Background: an optimization exercise with open tools, aiming at small area. Do not read the settings as production practice.
Only simulation tests tie the RTL to the original design; equivalence was not proved.
No activity file was given, so power comes from the tool's default toggle rates.

## blue
Design rgbi_capture, start of the top module:
module rgbi_capture (
    input  wire         clk,
    input  wire         rst,
    input  wire         cmd_valid,
    input  wire [31:0]  cmd_word,
    output reg          resp_valid,
    output reg  [31:0]  resp_word,
    input  wire [26:0]  sys_clk_hz,
    input  wire         csync,
    input  wire         pclk,
    input  wire [3:0]   rgbi,
    output reg          row_we,
    output wire [7:0]   row_idx,
    output reg  [255:0] row_data,
    output reg          frame_done,
    output reg  [31:0]  frame_count,
    output wire         cap_running,
    output wire         in_frame
);
export LEC_CHECK = 0
export CAP_MARGIN = 20
export CORE_MARGIN = 2
export CORE_UTILIZATION = 60
export GPL_TIMING_DRIVEN = 0
export SLEW_MARGIN = 20
create_clock -name core_clock -period 10.0 [get_ports {clk}]
standard.sh (not shown) runs the stock make flow with config.mk's settings and CLKGATE_MAP_FILE= SYNTH_SCRIPT=/design/flow/synth_recipe.tcl, a recipe that flattens the netlist after the stock synthesis.
==> flow/flow/run.sh <==
#!/bin/bash
# Layout flow: the standard ORFS flow (standard.sh: the standard yosys
# synthesis script, floorplan, power grid, placement, CTS, routing) with
# three settings changed:
#  - synthesis maps the logic with an area-oriented ABC script
#    (flow/abc_area.script) in place of ORFS's abc_speed.script; ORFS's
#    scripts are copied to orfs_scripts/ and only that file is replaced,
#    so the flip-flops and every other synthesis step are unchanged;
#  - each input and output port gets a buffer of the smallest buffer cell
#    (sky130_fd_sc_hd__buf_1) instead of the default choice;
#  - the clock tree is built from clkbuf_8 cells in clusters of at most
#    16 sinks, without dummy loads.
# make's output goes to flow_make.log in this folder; each ORFS step
# writes its own full log under orfs/logs/.
set -euo pipefail
rm -rf orfs_scripts
cp -r "$FLOW_HOME/scripts" orfs_scripts
cp flow/abc_area.script orfs_scripts/abc_speed.script
CTS="-sink_clustering_enable -repair_clock_nets -dont_use_dummy_load"
CTS="$CTS -buf_list {sky130_fd_sc_hd__clkbuf_8}"
CTS="$CTS -sink_clustering_size 16 -sink_clustering_max_diameter 100"
bash standard.sh \
    "SCRIPTS_DIR=$PWD/orfs_scripts" \
    "BUFFER_PORTS_ARGS=-buffer_cell sky130_fd_sc_hd__buf_1" \
    "CTS_ARGS=$CTS" \
    finish > flow_make.log 2>&1
==> flow/flow/abc_area.script <==
&get -n
&st
&syn3
&dch -f
&nf -R 1000 -p
&st
&syn2
&if -g -K 6
&synch2
&nf -R 1000 -p
&st
&dch -f
&nf -R 1000 -p
&put
Looking at the reports, blue completed the entire flow and the layout it produced met the timing, design-rule and antenna checks.
For orange, these inputs were changed with respect to blue:
# blue
export LEC_CHECK = 0
export CAP_MARGIN = 20
export CORE_MARGIN = 2
export CORE_UTILIZATION = 60
export GPL_TIMING_DRIVEN = 0
export SLEW_MARGIN = 20
create_clock -name core_clock -period 10.0 [get_ports {clk}]
# orange
export LEC_CHECK = 0
export CAP_MARGIN = 20
export CORE_MARGIN = 2
export CORE_UTILIZATION = 40
export SLEW_MARGIN = 20
create_clock -name core_clock -period 10.0 [get_ports {clk}]
[summary]
On orange: area added between synthesis and finish is 0.84 points lower than what blue gave. When orange is measured against blue, its DRC violation total after the first TritonRoute iteration turns out 36 lower. Against blue, orange comes in 0.8 points lower on share of power burned in combinational logic.

---

Another version of the RTL of rgbi_capture (not shown whole).
Size: about 1,300 cells after synthesis, ~400 I/O pins.
==> flow/config.mk <==
export PLATFORM = sky130hd
export DESIGN_NAME = rgbi_capture
export DESIGN_NICKNAME = rgbi_capture
export VERILOG_FILES = /design/flow/design.v
export SDC_FILE = /design/flow/constraint.sdc
export NUM_CORES = 4
export LEC_CHECK = 0
export CAP_MARGIN = 20
export CORE_MARGIN = 2
export CORE_UTILIZATION = 65
export SLEW_MARGIN = 20
==> flow/constraint.sdc <==
create_clock -name core_clock -period 10.0 [get_ports {clk}]
set_input_delay 2.0000 -clock core_clock [delete_from_list [all_inputs] [get_ports {clk}]]
set_output_delay 2.0000 -clock core_clock [all_outputs]
set_load 0.01 [all_outputs]
Scripts as last shown in full above: flow/flow/run.sh, flow/flow/abc_area.script
The starting point completed with no timing, DRC or antenna violations.
Rerun with:
CORE_UTILIZATION = 40   (was 65)
Result: Worst setup slack gets better by 0.20 ns. Power grows by 0.65%. Hold slack improves by 0.0055 ns. Via count shrinks by 1.7%.

[re-timing with driven ports]
In the flow no input, the clock included, has a driving cell. The finished layouts below were timed again as built, in two steps.
Step 1: set_driving_cell puts a clkbuf_16 on clk and a buf_2 on each other input, an assumption about the parent block.
Step 2 also shifts input and output timing later by t, the mid clock arrival at the registers, as if the neighbouring blocks saw the same clock.
Three values: no drivers, after step 1, after step 2; two values: the first two.
run | t, ns | slack for setup (ns) | hold WS [ns]
blue | 0.578 | 0.432 / 0.425 / -0.153 | 0.442 / 0.442 / 0.442
orange | 0.631 | 1.056 / 1.030 / 0.399 | 0.425 / 0.425 / 0.425
the first run of note 2 | 0.589 | 0.454 / 0.481 / -0.108 | 0.444 / 0.444 / 0.444
the second run of note 2 | 0.634 | 0.650 / 0.676 / 0.042 | 0.450 / 0.450 / 0.450
Met with ideal ports but missed after step 2: setup timing in blue and the first run of note 2. The setup slack of orange, which loses most, moves by -0.026 ns with the drivers and by -0.657 ns with both steps.
